This is an optimization exercise on Yosys and OpenROAD, whose aim is small area and a short achievable clock period, not a production implementation.
In this exercise RTL edits were held to simulation tests only and were not proved equivalent to the original.
The flow treats the clock pin as an ideal source, which a real chip does not have.
No activity file was given, so power comes from the tool's default toggle rates.

Design sce_top, start of the top module:
module sce_top (
    input  wire        clk,
    input  wire        rst,             
    input  wire        req_valid,
    output wire        req_ready,
    input  wire [2:0]  req_op,
    input  wire [31:0] req_reg,
    input  wire [31:0] req_value,
    input  wire [31:0] req_width,
    input  wire [31:0] req_height,
    input  wire [31:0] req_baud,
    input  wire [31:0] req_timeout,
    output reg         rsp_valid,
    output reg  [2:0]  rsp_status,
    output wire [7:0]  rsp_value,
    output wire [31:0] rsp_received,
    output wire [31:0] rsp_expected,
    input  wire        teardown,
    output reg         link_cmd_valid,
    output wire [2:0]  link_cmd,
    output wire [23:0] link_wdata,
    output wire [1:0]  link_wlen,
    output wire [31:0] link_rd_n,
    output reg  [31:0] link_baud,
    output reg  [31:0] link_timeout,
    input  wire        link_ans_valid,
    input  wire        link_ans_ok,
    input  wire        link_rx_valid,
    input  wire [7:0]  link_rx_data,
    output reg         pix_valid,
    output wire [23:0] pix_rgb,
    output wire        pix_eol,
    output wire        pix_eof
);
Size: roughly 120 flip-flops, about 440 I/O pins, about 5600 sq um of cells after synthesis.
clock: 12.0 ns
lec_check: 0
cap_margin: 20
core_margin: 2
core_utilization: 25
place_density: 0.8
slew_margin: 20
standard.sh (not shown) runs the stock make flow with config.mk's settings and CLKGATE_MAP_FILE= SYNTH_SCRIPT=/design/flow/synth_recipe.tcl, a recipe that flattens the netlist after the stock synthesis.
==> flow/flow/run.sh <==
#!/bin/bash
# Own layout flow: the standard ORFS flow with
#  - synthesis exactly as standard.sh runs it, except that ABC maps the
#    combinational logic with an area-oriented script (flow/abc.script)
#    instead of ORFS's abc_speed.script; registers are untouched;
#  - port buffers and clock tree from small cells instead of the defaults
#    (delay buffers on every port, a clkbuf_16 tree with dummy loads);
#  - one tie cell for all constant outputs;
#  - timing repair aimed at a slack margin well above the 12 ns clock's needs.
set -euo pipefail
here=$(pwd)
rm -rf "$here/scripts_abc"
cp -r "$FLOW_HOME/scripts" "$here/scripts_abc"
cp "$here/flow/abc.script" "$here/scripts_abc/abc_speed.script"
bash standard.sh SCRIPTS_DIR="$here/scripts_abc" synth > flow_synth.log 2>&1
export BUFFER_PORTS_ARGS="-buffer_cell sky130_fd_sc_hd__buf_1"
export CTS_ARGS="-sink_clustering_enable -repair_clock_nets -dont_use_dummy_load -root_buf sky130_fd_sc_hd__clkbuf_8 -buf_list sky130_fd_sc_hd__clkbuf_8"
export SETUP_SLACK_MARGIN=6.9
export SKIP_REPAIR_TIE_FANOUT=1
bash standard.sh finish > flow_standard.log 2>&1
==> flow/flow/abc.script <==
strash
&get -n
&st
&syn2
&synch2
&dch
&nf -R 1000
&put
topo
==> next run, changes <==
--- a/flow/flow/run.sh
+++ b/flow/flow/run.sh
@@ -5,5 +5,6 @@
 #    instead of ORFS's abc_speed.script; registers are untouched;
 #  - port buffers and clock tree from small cells instead of the defaults
-#    (delay buffers on every port, a clkbuf_16 tree with dummy loads);
+#    (delay buffers on every port, a clkbuf_16 tree with dummy loads); a
+#    clock leaf buffer with a high slew is upsized after CTS (flow/post_cts.tcl);
 #  - one tie cell for all constant outputs;
 #  - timing repair aimed at a slack margin well above the 12 ns clock's needs.
@@ -15,6 +16,7 @@
 bash standard.sh SCRIPTS_DIR="$here/scripts_abc" synth > flow_synth.log 2>&1
 export BUFFER_PORTS_ARGS="-buffer_cell sky130_fd_sc_hd__buf_1"
-export CTS_ARGS="-sink_clustering_enable -repair_clock_nets -dont_use_dummy_load -root_buf sky130_fd_sc_hd__clkbuf_8 -buf_list sky130_fd_sc_hd__clkbuf_8"
+export CTS_ARGS="-sink_clustering_enable -repair_clock_nets -dont_use_dummy_load -root_buf sky130_fd_sc_hd__clkbuf_8 -buf_list sky130_fd_sc_hd__clkbuf_4"
 export SETUP_SLACK_MARGIN=6.9
 export SKIP_REPAIR_TIE_FANOUT=1
+export POST_CTS_TCL="$here/flow/post_cts.tcl"
 bash standard.sh finish > flow_standard.log 2>&1
==> flow/flow/post_cts.tcl (new file) <==
estimate_parasitics -placement
set upsized 0
foreach inst [get_cells -filter "ref_name == sky130_fd_sc_hd__clkbuf_4"] {
  set o [get_pins -of_objects $inst -filter "direction == output"]
  set s [expr {max([get_property $o slew_max_rise], [get_property $o slew_max_fall])}]
  if {$s > 0.085} {
    replace_cell $inst sky130_fd_sc_hd__clkbuf_8
    incr upsized
  }
}
puts "post_cts: upsized $upsized clock buffers"
if {$upsized > 0} {
  detailed_placement
  estimate_parasitics -placement
}
After rerunning: Clock-buffer cell count stays the same; final area drops by 0.76%; non-clock buffer count stays the same; area after synthesis stays the same; power drops by 3.4%; die area does not change; synthesized cell count is unchanged; clock power drops by 10%; critical path depth is unchanged; register-to-register slack barely changes.

---

== run A ==
sce_top, a different RTL version from the one above (not shown whole).
For scale: ~610 cells after synthesis, about 120 flip-flops, ~5700 sq um of cells after synthesis.
==> flow/config.mk <==
export PLATFORM = sky130hd
export DESIGN_NAME = sce_top
export DESIGN_NICKNAME = sce_top
export VERILOG_FILES = /design/flow/design.v
export SDC_FILE = /design/flow/constraint.sdc
export NUM_CORES = 4
export LEC_CHECK = 0
export CAP_MARGIN = 20
export CORE_MARGIN = 2
export CORE_UTILIZATION = 60
export PLACE_DENSITY = 0.75
export SLEW_MARGIN = 20
==> flow/constraint.sdc <==
create_clock -name core_clock -period 12.0 [get_ports {clk}]
set_input_delay 2.4000 -clock core_clock [delete_from_list [all_inputs] [get_ports {clk}]]
set_output_delay 2.4000 -clock core_clock [all_outputs]
set_load 0.01 [all_outputs]
==> flow/flow/run.sh <==
#!/bin/bash
# Own layout flow: the standard ORFS flow, with the port buffers and the
# clock tree built from small cells instead of the defaults (delay buffers
# on every port, a clkbuf_16 tree with dummy loads).
set -euo pipefail
export BUFFER_PORTS_ARGS="-buffer_cell sky130_fd_sc_hd__buf_1"
export CTS_ARGS="-sink_clustering_enable -repair_clock_nets -dont_use_dummy_load -root_buf sky130_fd_sc_hd__clkbuf_8 -buf_list sky130_fd_sc_hd__clkbuf_8 -sink_clustering_size 30"
bash standard.sh finish > flow_standard.log 2>&1
Run A: it failed with a tool error in I/O pin placement (3_2_place_iop), so there are no final results.
--- input diff run A..run B ---
- PLACE_DENSITY now 0.8, was 0.75
- CORE_UTILIZATION now 25, was 60
Results
- Run B finished all stages; the layout is clean.
- Delta (run B minus run A): instance count of the mapped netlist was more or less identical; synthesized area was more or less identical; mean area per synthesized cell flat; height of the chip picked up an extra 53 um.
--- input diff run B..run C ---
- PLACE_DENSITY changed from 0.8 to 0.6
Comparing run B against run C, there is no change at all in die area.
Total power draw for run C: about 0.37% down relative to run B
When run C is measured against run B, its global routing usage on met2 turns out 0.57 points lower.
Looking at via count across run B and run C, the one that comes out lower is run C.
On setup slack, run B beats run C.
## Diff of input files: run D against run C
- CORE_UTILIZATION: 25 -> 40
==> results.txt <==
Run D did not finish; the tool stopped in I/O pin placement (3_2_place_iop) with error PPL-0024.
Run D against run C: initial core utilization rose 16 points; number of rows in the core area has decreased; number of distinct standard cells referenced by the synthesized netlist about even.
## Diff of input files: run E against run D
- swapping 40 for 25 in CORE_UTILIZATION
- swapping 0.6 for 0.8 in PLACE_DENSITY
==> flow/flow/run.sh <==
#!/bin/bash
# Own layout flow: the standard ORFS flow, with the port buffers and the
# clock tree built from small cells instead of the defaults (delay buffers
# on every port, a clkbuf_16 tree with dummy loads), and timing repair aimed
# at a slack margin well above the 12 ns clock's needs.
set -euo pipefail
export BUFFER_PORTS_ARGS="-buffer_cell sky130_fd_sc_hd__buf_1"
export CTS_ARGS="-sink_clustering_enable -repair_clock_nets -dont_use_dummy_load -root_buf sky130_fd_sc_hd__clkbuf_8 -buf_list sky130_fd_sc_hd__clkbuf_8"
export SETUP_SLACK_MARGIN=6.9
bash standard.sh finish > flow_standard.log 2>&1
Notes after the runs:
Run D and run E: one clean run, run E; the rest did not finish clean.
Flow for run D halted at I/O pin placement (3_2_place_iop), error code PPL-0024.
As far as synthesized area goes, run D and run E are indistinguishable; the numbers are identical.
Number of unique standard cell types used by synthesis came out exactly the same in run D and run E.
Share of synthesized area occupied by flip-flops and latches: run D vs run E — no meaningful difference
Comparing run E against run D, there is no change at all in synthesized cell count.
Starting utilization of the core area (higher): run D
Number of placement rows in run E vs run D: up 12
Width of the die: run E > run D
Comparing run D against run E, there is no change at all in mean instance size in the synthesized netlist.
[compare] base=run D new=run E: die boundary height up 26%; xor-xnor portion of the synthesized cell area closely matched the old numbers.

separate check: timing with driven ports:
No port has a modelled driver above. Below, the same layouts with a new extraction and two added sets of constraints.
Step 1 (the two cells are an assumption about what drives the block):
set clk [get_ports {clk}]
set_driving_cell -lib_cell sky130_fd_sc_hd__clkbuf_16 $clk
set_driving_cell -lib_cell sky130_fd_sc_hd__buf_2 [delete_from_list [all_inputs] $clk]
Step 2 also shifts input and output timing later by t, the mid clock arrival at the registers, as if the neighbouring blocks saw the same clock.
Slacks: ideal ports / drivers / drivers and shift; pairs: ideal ports / drivers.
| run | t (ns) | slack for setup (ns) | hold slack, ns | worst setup path after step 2 |
|---|---|---|---|---|
| the first run of note 1 | 0.452 | 6.894 / 6.853 / 6.853 | 0.535 / 0.535 / 0.535 | input to output |
| the second run of note 1 | 0.432 | 6.894 / 6.853 / 6.853 | 0.534 / 0.534 / 0.534 | input to output |
| run B | 0.440 | 6.617 / 6.583 / 6.812 | 0.510 / 0.510 / 0.510 | input to output |
| run C | 0.454 | 6.591 / 6.550 / 6.670 | 0.519 / 0.519 / 0.519 | input to output |
| run E | 0.442 | 6.876 / 6.843 / 6.843 | 0.505 / 0.505 / 0.505 | input to output |
After both steps every run listed still meets setup and hold.
